Context: an optimization exercise on an open-source flow, tuned for a short achievable clock period and few clock cycles. The choices shown serve that exercise and are no tape-out recipe.
In this exercise RTL edits were held to simulation tests only and were not proved equivalent to the original.
Power is estimated from default activity; no workload was simulated.

==> v38 <==
Design framer, start of the top module:
module framer (
    input  wire        clk,
    input  wire        rst,         
    input  wire        bus_we,
    input  wire [7:0]  bus_addr,
    input  wire [31:0] bus_wdata,
    output reg  [31:0] bus_rdata,
    output wire [7:0]  tx_data,
    output wire        tx_last,
    output wire        tx_valid,
    input  wire        tx_ready
);
    localparam [5:0] R_CMD = 6'h00, R_STATUS = 6'h01, R_ERRARG = 6'h02,
                     R_CFG = 6'h03, R_RPM_L = 6'h04, R_RPM_R = 6'h05,
                     R_RXD = 6'h06, R_CKRES = 6'h07, R_M1_RPM = 6'h08,
                     R_M1_STAT = 6'h09, R_M1_POS = 6'h0A, R_M2_RPM = 6'h0B,
                     R_M2_STAT = 6'h0C, R_M2_POS = 6'h0D, R_IO1 = 6'h0E,
                     R_IO2 = 6'h0F, R_IO1_FLAGS = 6'h10, R_M1_ROT_LO = 6'h11,
                     R_M1_ROT_HI = 6'h12, R_M2_ROT_LO = 6'h13,
                     R_M2_ROT_HI = 6'h14;
    localparam [3:0] OP_ENC_INIT = 4'h1, OP_STATUS_POLL = 4'h2,
                     OP_RPM_SET = 4'h3, OP_PARSE = 4'h4, OP_CKSUM = 4'h5;
    localparam [3:0] E_RPM_RANGE = 4'd1, E_UNKNOWN_LAYOUT = 4'd2,
                     E_TRUNCATED = 4'd3, E_CHECKSUM = 4'd4, E_ILLEGAL = 4'd5;
    localparam [2:0] RDY_L14 = 3'd3, RDY_L16 = 3'd3;
    reg         busy;
    reg         ph_tx, ph_rx, ph_wait, ph_fin;
    reg         cfg_vck;
    reg  [31:0] rpm_l, rpm_r;
    reg         done, err, ign;
    reg  [3:0]  errcode, lastop;
    reg  [15:0] errarg;
    reg  [7:0]  ckres;
    reg  [1:0]  layout;
    reg  [15:0] m1_rpm, m2_rpm, io1, io2;
    reg  [7:0]  m1_stat, m2_stat;
    reg  [31:0] m1_pos, m2_pos;
    reg  [63:0] m1_rot, m2_rot;
    reg  [7:0]  txsh [0:12];
    reg  [3:0]  txrem;
    reg         txv, txl;
  ...
==> flow/config.mk <==
export PLATFORM = sky130hd
export DESIGN_NAME = framer
export DESIGN_NICKNAME = framer
export VERILOG_FILES = /design/flow/design.v
export SDC_FILE = /design/flow/constraint.sdc
export NUM_CORES = 4
export LEC_CHECK = 0
export ABC_CLOCK_PERIOD_IN_PS = 4000
export CAP_MARGIN = 20
export CORE_MARGIN = 2
export CORE_UTILIZATION = 40
export SETUP_SLACK_MARGIN = 4
export SLEW_MARGIN = 20
==> flow/constraint.sdc <==
create_clock -name core_clock -period 10.0 [get_ports {clk}]
set_input_delay 2.0000 -clock core_clock [delete_from_list [all_inputs] [get_ports {clk}]]
set_output_delay 2.0000 -clock core_clock [all_outputs]
set_load 0.01 [all_outputs]
run.sh (not shown) runs the stock make flow with config.mk's settings and CLKGATE_MAP_FILE= SYNTH_SCRIPT=/design/flow/synth_recipe.tcl, a recipe that flattens the netlist after the stock synthesis.
==> inputs of v27, as changes to v38 <==
--- a/flow/design.v
+++ b/flow/design.v
@@ -440,22 +440,12 @@
     wire [7:0] rpm_body_sum = 8'hB7 + 8'hB8 + 8'h01 + 8'hCF + 8'h07 + 8'h01
                             + rpm_l[7:0] + rpm_l[15:8] + 8'h01
                             + rpm_r[7:0] + rpm_r[15:8] + 8'h00;
     wire [7:0] rpm_ck = 8'd0 - rpm_body_sum;
     wire        psel = (rxcnt >= 5'd12);         
-    reg         pre_m, pre_a;
-    always @(posedge clk) begin
-        if (accept) begin
-            pre_m <= 1'b0;
-            pre_a <= 1'b0;
-        end else if (rx_app) begin
-            pre_m <= (rxcnt == 5'd10 || rxcnt == 5'd17);
-            pre_a <= (rxcnt == 5'd9  || rxcnt == 5'd16);
-        end
-    end
-    wire        rld  = rx_app && pre_m;
-    wire        rlda = rx_app && pre_a;
+    wire        rld  = rx_app && (rxcnt == 5'd11 || rxcnt == 5'd18);
+    wire        rlda = rx_app && (rxcnt == 5'd10 || rxcnt == 5'd17);
     wire [63:0] ru_q1, ru_q2;
     rot_unit u_rot (.clk(clk), .lda(rlda), .ld(rld), .din(rx_data),
                     .b0(psel ? rxb[15] : rxb[8]),
                     .b1(psel ? rxb[16] : rxb[9]),
                     .b2(psel ? rxb[17] : rxb[10]),
PLACE_DENSITY = 0.75   (was not set)
==> summary of the runs <==
Clock power: v38 is higher than v27 (about 4%).
Of v27 and v38, v38 has the higher clock skew (gap 0.030 ns).
In v38 the global-route usage is higher than in v27, by 2.8 points.
Between v38 and v27, the lower critical path depth is in v38 (gap 1).
Power: v27 is lower than v38 (1.8%).
Combinational power is about the same in v27 and v38.
Between v27 and v38, the lower register-to-register slack is in v38 (gap 0.03 ns).
Testbench counts of v38, summed over its fixed seeds: cycles 13,975.
Testbench counts of v27, summed over its fixed seeds: cycles 13,975.

==> run K: inputs <==
framer with an RTL version that a note above also has.
Settings: LEC_CHECK=0, ABC_CLOCK_PERIOD_IN_PS=4000, CAP_MARGIN=20, CORE_MARGIN=2, CORE_UTILIZATION=40, SETUP_SLACK_MARGIN=5, SLEW_MARGIN=20; clock period 10.0 ns.
==> run Y: changes against run K <==
Settings changed: CORE_UTILIZATION 40 to 55, SETUP_SLACK_MARGIN 5 to 4.
==> comparison <==
Against run Y, the utilization of run K is lower by 13 points.
In sequential cell count, run Y and run K do not differ.
Sequential power is about the same in run K and run Y.
Via count: run K is larger than run Y (2.0%).
Testbench counts of run K, summed over its fixed seeds: cycles 13,975.
Testbench counts of run Y, summed over its fixed seeds: cycles 13,975.

==> 10-17 <==
Starting RTL as in the previous note.
make LEC_CHECK=0 ABC_CLOCK_PERIOD_IN_PS=4000 CAP_MARGIN=20 CORE_MARGIN=2 CORE_UTILIZATION=40 SETUP_SLACK_MARGIN=4 SLEW_MARGIN=20 finish   # period 10.0 ns
==> 07-10 (differences from 10-17) <==
Settings changed: CORE_UTILIZATION 40 to 30.
==> flow_metrics.tcl <==
set metrics [dict create \
    fin_nets 12000 \
    drive_gt1_share_pct 11.5 \
    status "no timing/DRC/antenna violations" \
    core-area_um2 276000 \
    areaGrowthSynthToFinish_pct 11.0 \
    inverters 1296 \
    num_rows 193 \
    pwr_density_cell_nw_per_um2 112 \
    wl_met3_mm 32.9 \
    p_int_uw 10400 \
    worst_pin_slew_ps 1270 \
    p_comb_share_pct 7.6 \
    fp.dieW_um 530 \
    use_met3_pct 4.64 \
    period_needed_ps 6120 \
    wirelength_mm 407 \
    hpwl_mm 322 \
    min_to "rv[2]" \
    met1_usage_pct 37.8 \
]
Source of the figures above: 10-17

==> flow_metrics.tcl <==
set metrics [dict create \
    status "no timing/DRC/antenna violations" \
    min_to "u_rot.sg3" \
    pwr_density_cell_nw_per_um2 110 \
    hold_start "u_rot.sg2" \
    use_met3_pct 3.74 \
    core-area_um2 368000 \
    yosys.area.top_type_share_pct 27.5 \
    fp.dieW_um 611 \
    fin_nets 12000 \
    drive_gt1_share_pct 11.4 \
    fp.dieH_um 611 \
    num_rows 223 \
    wirelength_mm 387 \
    worst_pin_slew_ps 1260 \
    p_int_uw 10400 \
    inverters 1294 \
    period_needed_ps 6240 \
    met1_usage_pct 28.4 \
]
Source of the figures above: 07-10

Testbench counts of 10-17, summed over its fixed seeds: cycles 13,975.
Testbench counts of 07-10, summed over its fixed seeds: cycles 13,975.

==> separate check: timing with driven ports <==
The flow's constraints put no driver on any port. The routed layouts listed below were extracted and timed again, unchanged, in two steps.
Step 1 sets driving cells, clkbuf_16 on the clock port and buf_2 on the other inputs (assumed; they add their load-dependent delay and slew).
Step 2 adds t to the input delays and takes it off the output delays; t is the mean of the earliest and latest rising clock arrival at the registers after step 1. Input paths then give back, and output paths get back, about the clock's delay inside the block.
a / b / c = ideal / step 1 / step 2; a / b = the first two.
run	shift t [ns]	slack for setup (ns)	clock arrival spread, ns
v38	0.919	3.657 / 3.602 / 3.211	0.090 / 0.090
v27	0.873	3.712 / 3.663 / 3.248	0.058 / 0.058
run K	0.933	3.831 / 3.783 / 3.783	0.080 / 0.080
run Y	0.893	3.783 / 3.751 / 3.307	0.075 / 0.075
10-17	0.914	3.878 / 3.827 / 3.299	0.072 / 0.073
07-10	0.909	3.758 / 3.705 / 3.153	0.076 / 0.076
After both steps setup and hold are still met in every run listed. The setup slack of 07-10, which loses most, moves by -0.053 ns with the drivers and by -0.605 ns with both steps.
